This design comes from an exercise in tuning for small area, a short achievable clock period and few clock cycles per item on the open sky130 flow, not from production work. In this exercise RTL edits were held to simulation tests only and were not proved equivalent to the original.

Setup of run a:
==> flow/design.v <==
module ibc_rescale (
    input  wire [7:0] c,         
    input  wire [2:0] ob_m1,     
    input  wire [7:0] nb_mask,   
    input  wire [2:0] r,         
    output wire [7:0] q          
);
    wire [7:0] hi_mask = 8'hFE << ob_m1;
    wire       over    = |(c & hi_mask);
    function [14:0] stream(input [7:0] v, input [2:0] o);
        case (o)
            3'd0: stream = {15{v[0]}};
            3'd1: stream = {{7{v[1:0]}}, v[1]};
            3'd2: stream = {5{v[2:0]}};
            3'd3: stream = {{3{v[3:0]}}, v[3:1]};
            3'd4: stream = {{3{v[4:0]}}};
            3'd5: stream = {{2{v[5:0]}}, v[5:3]};
            3'd6: stream = {{2{v[6:0]}}, v[6]};
            default: stream = {v[7:0], v[7:1]};
        endcase
    endfunction
    wire [14:0] ws = stream(c, ob_m1);
    wire [7:0] b = ws[14:7];                     
    wire [14:0] sh = ws << r;
    wire [7:0] a = sh[14:7];                     
    function ge7(input [6:0] x, input [6:0] y);
        integer k;
        begin
            ge7 = 1'b1;
            for (k = 0; k < 7; k = k + 1)
                ge7 = (x[k] & ~y[k]) | (~(x[k] ^ y[k]) & ge7);
        end
    endfunction
    wire ge = ge7(a[6:0], b[6:0]);
    wire up = a[7] & ~b[7] & ge;
    wire dn = ~a[7] & b[7] & ~ge;
    function [7:0] step(input [7:0] v, input [7:0] m, input u, input d);
        integer k;
        reg run;
        begin
            run = u | d;
            for (k = 0; k < 8; k = k + 1) begin
                step[k] = v[k] ^ run;
                run     = run & ((v[k] ^ d) | ~m[k]);
            end
        end
    endfunction
    assign q = step(b, nb_mask, up, dn) | {8{over}};
endmodule
module ibc_pal_pack (
    input  wire        clk,
    input  wire        rst,           
    input  wire        in_valid,
    output wire        in_ready,
    input  wire [7:0]  in_r,
    input  wire [7:0]  in_g,
    input  wire [7:0]  in_b,
    input  wire [7:0]  in_a,
    input  wire [2:0]  in_bpc_m1,     
    input  wire [2:0]  in_bits_m1,    
    input  wire        in_alpha,      
    output reg         out_valid,
    input  wire        out_ready,
    output reg  [31:0] out_value
);
    reg        e_valid;
    reg  [7:0] e_f0, e_f1, e_f2, e_f3;
    reg  [2:0] e_ob_m1, e_nb_m1;
    wire [7:0] nb_mask = ~(8'h7F >> e_nb_m1);
    function [2:0] nb_mod_ob(input [2:0] ob_m1, input [2:0] nb_m1);
        integer o, m;
        begin
            nb_mod_ob = 3'd0;
            for (o = 0; o < 8; o = o + 1)
                for (m = 0; m < 8; m = m + 1)
                    if (ob_m1 == o && nb_m1 == m)
                        nb_mod_ob = (m + 1) % (o + 1);
        end
    endfunction
    wire [2:0] r = nb_mod_ob(e_ob_m1, e_nb_m1);
    wire [31:0] f;                   
    ibc_rescale u_f0 (.c(e_f0), .ob_m1(e_ob_m1), .nb_mask(nb_mask), .r(r), .q(f[31:24]));
    ibc_rescale u_f1 (.c(e_f1), .ob_m1(e_ob_m1), .nb_mask(nb_mask), .r(r), .q(f[23:16]));
    ibc_rescale u_f2 (.c(e_f2), .ob_m1(e_ob_m1), .nb_mask(nb_mask), .r(r), .q(f[15:8]));
    ibc_rescale u_f3 (.c(e_f3), .ob_m1(e_ob_m1), .nb_mask(nb_mask), .r(r), .q(f[7:0]));
    wire [31:0] pk [1:8];
    genvar gn, gi;
    generate
        for (gn = 1; gn <= 8; gn = gn + 1) begin : g_nb
            for (gi = 0; gi < 32; gi = gi + 1) begin : g_bit
                if (gi < 4 * gn)
                    assign pk[gn][gi] = f[8 * (gi / gn) + 8 - gn + (gi % gn)];
                else
                    assign pk[gn][gi] = 1'b0;
            end
        end
    endgenerate
    wire [31:0] pack_v =
        {32{e_nb_m1 == 3'd0}} & pk[1] |
        {32{e_nb_m1 == 3'd1}} & pk[2] |
        {32{e_nb_m1 == 3'd2}} & pk[3] |
        {32{e_nb_m1 == 3'd3}} & pk[4] |
        {32{e_nb_m1 == 3'd4}} & pk[5] |
        {32{e_nb_m1 == 3'd5}} & pk[6] |
        {32{e_nb_m1 == 3'd6}} & pk[7] |
        {32{e_nb_m1 == 3'd7}} & pk[8];
    reg         skid_valid;
    reg  [31:0] skid_value;
    reg  ready;
    assign in_ready = ready;
    wire take = !(e_valid && skid_valid);
    wire out_free = !out_valid || out_ready;
    always @(posedge clk) begin
        if (rst) begin
            ready      <= 1'b1;
            e_valid    <= 1'b0;
            out_valid  <= 1'b0;
            skid_valid <= 1'b0;
        end else begin
            if (take)
                ready <= !(in_valid && !out_free && (skid_valid || e_valid));
            else
                ready <= out_free;
            if (take)
                e_valid <= in_valid;
            else if (out_free)
                e_valid <= 1'b0;     
            if (out_free) begin
                out_valid  <= skid_valid || e_valid;
                skid_valid <= skid_valid && e_valid;
            end else begin
                skid_valid <= skid_valid || e_valid;
            end
        end
        if (take) begin
            e_f0    <= in_alpha ? in_r : 8'd0;
            e_f1    <= in_alpha ? in_g : in_r;
            e_f2    <= in_alpha ? in_b : in_g;
            e_f3    <= in_alpha ? in_a : in_b;
            e_ob_m1 <= in_bpc_m1;
            e_nb_m1 <= in_bits_m1;
        end
        if (out_free)
            out_value <= skid_valid ? skid_value : pack_v;
        if (!skid_valid || out_free)
            skid_value <= pack_v;
    end
endmodule
export LEC_CHECK = 0
export ABC_AREA = 1
export CAP_MARGIN = 20
export CORE_MARGIN = 2
export CORE_UTILIZATION = 50
export CTS_BUF_LIST = sky130_fd_sc_hd__clkbuf_8
export PLACE_DENSITY = 0.65
export SLEW_MARGIN = 20
create_clock -name core_clock -period 48.0 [get_ports {clk}]
standard.sh (not shown) runs the stock make flow with config.mk's settings and CLKGATE_MAP_FILE= SYNTH_SCRIPT=/design/flow/synth_recipe.tcl, a recipe that flattens the netlist after the stock synthesis.
==> flow/flow/run.sh <==
#!/bin/bash
# Own layout flow: the standard flow (standard.sh), with these changes in how the
# layout is made:
#  - synthesis maps the logic with an area-oriented ABC script (flow/abc_area.script,
#    used through ABC_AREA=1 from a copy of ORFS's scripts folder) and leaves adders to
#    ABC (no ADDER_MAP_FILE); everything else in the synthesis, and so every register
#    and its name and cell type, is the standard synthesis's;
#  - the resizer's timing repair aims for extra setup slack (SETUP_SLACK_MARGIN), so it
#    speeds up the paths from the input ports and to the output ports;
#  - every input and output port still gets a buffer, but a plain buf_1 in place of the
#    delay cell buffer_ports picks by default; the resizer sizes it up where timing needs.
# Each tool's output goes to a log file of its own in the work folder.
set -euo pipefail
W=$(pwd)
rm -rf "$W/scripts_local"
cp -r "$FLOW_HOME/scripts" "$W/scripts_local"
cp "$W/flow/abc_area.script" "$W/scripts_local/abc_area.script"

bash standard.sh SCRIPTS_DIR="$W/scripts_local" ADDER_MAP_FILE= synth > "$W/synth.log" 2>&1
bash standard.sh SETUP_SLACK_MARGIN="${MARGIN:-37.5}" \
    BUFFER_PORTS_ARGS="-buffer_cell sky130_fd_sc_hd__buf_1" finish > "$W/layout.log" 2>&1
test -s "$W/out/final.def"
==> flow/flow/abc_area.script <==
strash
&get -n
&fraig -x
&put
scorr
dc2
strash
&get -n
&deepsyn -T 120
&put
dch -f
amap
Testbench counts of run a, summed over its fixed seeds: cycles 16,016, items 16,000.
## Diff of input files: run b against run a
-- flow/flow/abc_area.script --
<<< run a, line 9
&deepsyn -T 120
>>> run b, line 9
&deepsyn -T 300
Findings:
Run b ends up with higher growth of design area from synthesis to finish than run a does. Higher count of unique library cells instantiated by Yosys was reported by run a, not run b. Going from run a to run b, highest achievable clock rate saw little to no change, final cell count saw a decrease.

what the ideal ports hide:
In the flow no input, the clock included, has a driving cell. The finished layouts below were timed again as built, in two steps.
Step 1 assumes that a clkbuf_16 drives the clock port and a buf_2 every other input.
Step 2 moves the port delays by t, midway between the first and last clock arrival at a register: inputs arrive t later, outputs are due t later. That takes back most of the time a late clock gives input paths.
Slacks: ideal ports / drivers / drivers and shift; pairs: ideal ports / drivers.
run | t (ns) | setup slack, ns | worst setup path at the end | pins driven straight from the clock port
run a | 0.429 | 37.451 / 37.413 / 37.275 | input to register | 1
run b | 0.433 | 37.468 / 37.424 / 37.274 | input to register | 1
After both steps setup and hold are still met in every run listed. The setup slack of run b, which loses most, moves by -0.044 ns with the drivers and by -0.194 ns with both steps.
